Background: an optimization exercise with open tools, aiming at a short achievable clock period and few clock cycles. Do not read the settings as production practice.
Function was checked by simulation only, so behaviour that the tests miss may differ from the original.
No activity file was given, so power comes from the tool's default toggle rates.

Setup of build 78:
Design lian_fdc, start of the top module:
module lian_fdc (
    input  wire        clk,
    input  wire        rst,
    input  wire        in_valid,
    input  wire        in_end,
    input  wire [7:0]  in_data,
    output wire        in_ready,
    output wire        out0_valid,
    input  wire        out0_ready,
    output wire        out1_valid,
    input  wire        out1_ready,
    output wire        out2_valid,
    input  wire        out2_ready,
    output wire        out3_valid,
    input  wire        out3_ready,
    output wire [7:0]  out_type,
    output wire [7:0]  out_data,
    output wire        out_first,
    output wire        out_last,
    output wire        out_empty,
    input  wire        csr_req,
    input  wire        csr_we,
    input  wire [7:0]  csr_addr,
    input  wire [2:0]  csr_size,
    input  wire [31:0] csr_wdata,
    output reg  [31:0] csr_rdata,
    output reg         csr_err,
    output wire        irq
);
    localparam CAPACITY = 128;
    localparam DBUF     = 81;    
    localparam [2:0] PH_LEN = 3'd0, PH_PAYLOAD = 3'd1, PH_CSUM = 3'd2,
                     PH_EVAL = 3'd3, PH_DELIVER = 3'd4, PH_ERROR = 3'd5;
    localparam [2:0] E_NONE = 3'd0, E_INCOMPLETE = 3'd1, E_CHECKSUM = 3'd2,
                     E_MALFORMED = 3'd3, E_OVERSIZE = 3'd4;
    reg [2:0]  phase;
    reg [3:0]  len_cnt;
    reg [63:0] len_reg;
    reg [7:0]  pay_cnt;
    reg [2:0]  csum_cnt;
    reg [31:0] csum_reg;
    reg [31:0] crc_reg;
    reg [7:0]  msg_type;
    reg [1:0]  msg_route;
    reg [6:0]  msg_len;      
    reg [2:0]  err_code;
    reg [1:0]  err_seg;
    reg        err_boundary;
    reg        ctrl_en;
    reg        ctrl_ie;
    reg [31:0] cnt_ok, cnt_incomplete, cnt_checksum, cnt_malformed, cnt_oversize;
    reg        pend_wr;
    reg        pend_en, pend_ie, pend_clear, pend_cntclr;
  ...
Size: roughly 3900 cells after synthesis, roughly 1100 flip-flops, roughly 120 I/O pins.
clock: 9.5 ns
lec_check: 0
abc_clock_period_in_ps: 3000
cap_margin: 20
core_margin: 2
core_utilization: 40
setup_slack_margin: 5
slew_margin: 20
run.sh (not shown) runs the stock make flow with config.mk's settings and CLKGATE_MAP_FILE= SYNTH_SCRIPT=/design/flow/synth_recipe.tcl, a recipe that flattens the netlist after the stock synthesis.
Testbench counts of build 78, summed over its fixed seeds: cycles 22,599.
diff inputs: build 78 => build 19
==> flow/flow/run.sh (new file) <==
#!/bin/bash
set -euo pipefail
bash standard.sh SETUP_SLACK_MARGIN=5.7 finish > make_finish.log 2>&1
==> flow/standard.sh (new file) <==
#!/bin/bash
# synth_recipe.tcl (not shown) runs the flow's synth.tcl, then flattens the netlist and writes it again
# the make line also repeats each setting of config.mk as NAME=value (left out here)
make -C /OpenROAD-flow-scripts/flow DESIGN_CONFIG=/design/flow/config.mk WORK_HOME=/design/flow/orfs CLKGATE_MAP_FILE= SYNTH_SCRIPT=/design/flow/synth_recipe.tcl "${@:-finish}"
removed: flow/run.sh
## What came out
- Compared with build 78, internal power of the cells in build 19 increased slightly.
- Beginning of the critical path: rst -> build 19, csr_addr[4] -> build 78
- Diff build 78 -> build 19 | final routed wirelength across all metal layers | increase of 4.0%
- Cell count: build 19 vs build 78 up 64
- From build 78 to build 19 the numbers moved as follows: total clock network power up about 2%; multi-input gate area in the final layout up 4.4%.
- On number of distinct library cells after synthesis, build 19 tracks build 78 almost exactly.
- [compare] base=build 78 new=build 19: setup slack went up 200 ps, fraction of area in registers went down by 1.7 points, wire length of the first global-routing pass now larger, finished layout cell area has increased.
The following lists how build 15 was set up differently from build 19:
- a deleted ABC_CLOCK_PERIOD_IN_PS that had been 3000
==> flow/run.sh (new file) <==
#!/bin/bash
# synth_recipe.tcl (not shown) runs the flow's synth.tcl, then flattens the netlist and writes it again
# the make line also repeats each setting of config.mk as NAME=value (left out here)
make -C /OpenROAD-flow-scripts/flow DESIGN_CONFIG=/design/flow/config.mk WORK_HOME=/design/flow/orfs CLKGATE_MAP_FILE= SYNTH_SCRIPT=/design/flow/synth_recipe.tcl finish
removed: flow/flow/run.sh
removed: flow/standard.sh
### Flow results
From build 19 to build 15 the numbers moved as follows: global-route wire length before repair has decreased; overall fraction of global-route tracks in use lower.
Run comparison: build 15 critical path startpoint csr_addr[4]; build 19 critical path startpoint rst
Diff build 15..build 19 | final number of hold-violating endpoints | unchanged
Relative to build 19, the max-slew headroom at the worst pin of build 15 is higher by 3.0 points.
Detail-routed via count per cell in build 15 vs build 19: down about 0.6%
Row area growth from synthesis to layout: build 15 lower / build 19 higher
Between build 15 and build 19, fraction of area in registers is lower for build 19, build 15 comes in above that.
From build 15 to build 19, diode insertion count for antenna repair did not move at all.
Between build 15 and build 19, the number of standard cells in the final layout excluding fillers is lower for build 15.
Compared with build 19, build 15 shows a critical path depth that is 4 higher.
Total length of routed wires: build 15 < build 19
Setup changes, build 15 to build 62
- removing SETUP_SLACK_MARGIN (formerly 5)
## What came out
In summary, build 62 completed successfully, with a layout that passed the timing, design-rule and antenna checks.
There was hardly any difference in worst hold slack between build 15 and build 62.
Summary of build 62 over build 15: share of the core filled with cells in the final layout dropped 0.24 points; smallest setup slack after layout dropped 1480 ps; post-cts gate resize count dropped 34.
Of build 15 and build 62, the run reporting the higher net switching component of the power was build 62.
Changes observed in build 62 relative to build 15: final critical-path share of the clock period saw an increase, count of clock buffers in the final design saw an increase, clock share of power saw an increase.
Comparing build 15 and build 62, the lower maximum resistive drop on vdd is on build 15.
Input-level comparison between build 55 and build 62:
- SETUP_SLACK_MARGIN now 5, previously not set
- ABC_CLOCK_PERIOD_IN_PS now 3000, previously not set
==> flow/flow/run.sh (new file) <==
#!/bin/bash
set -euo pipefail
bash standard.sh SETUP_SLACK_MARGIN=6.3 finish > make_finish.log 2>&1
==> flow/standard.sh (new file) <==
#!/bin/bash
# synth_recipe.tcl (not shown) runs the flow's synth.tcl, then flattens the netlist and writes it again
# the make line also repeats each setting of config.mk as NAME=value (left out here)
make -C /OpenROAD-flow-scripts/flow DESIGN_CONFIG=/design/flow/config.mk WORK_HOME=/design/flow/orfs CLKGATE_MAP_FILE= SYNTH_SCRIPT=/design/flow/synth_recipe.tcl "${@:-finish}"
removed: flow/run.sh
==> comparison <==
The final layout from build 55, which completed every stage, passed the timing, design-rule and antenna checks at the end of the flow.
Build 55 — clock distribution power 4.5% lower, build 62 as reference
Power: build 55 draws more than build 62
Of build 55 and build 62, build 55 shows the higher core utilization, with build 62 below it.
Between build 62 and build 55, the flow reports post-place instance area increasing slightly.
Compared with build 62, build 55 shows a wire length of the first global-routing pass that is 31 mm higher.
Build 55 vs build 62, maximum number of pins on one net before global-route repair went down by 4.

-- separate check: timing with driven ports --
In the flow no input, the clock included, has a driving cell. The finished layouts below were timed again as built, in two steps.
Step 1 sets driving cells, clkbuf_16 on the clock port and buf_2 on the other inputs (assumed; they add their load-dependent delay and slew).
Step 2 moves the port delays by t, midway between the first and last clock arrival at a register: inputs arrive t later, outputs are due t later. That takes back most of the time a late clock gives input paths.
Slacks: ideal ports / drivers / drivers and shift; pairs: ideal ports / drivers.
run | t, ns | setup slack, ns | worst register clock-pin slew, ns
build 78 | 0.788 | 5.010 / 4.905 / 4.117 | 0.07 / 0.07
build 19 | 0.799 | 5.212 / 5.166 / 4.904 | 0.07 / 0.07
build 15 | 0.788 | 5.010 / 4.905 / 4.117 | 0.07 / 0.07
build 62 | 0.796 | 3.529 / 3.570 / 2.774 | 0.07 / 0.07
build 55 | 0.773 | 5.138 / 5.090 / 4.808 | 0.07 / 0.07
After both steps setup and hold are still met in every run listed.
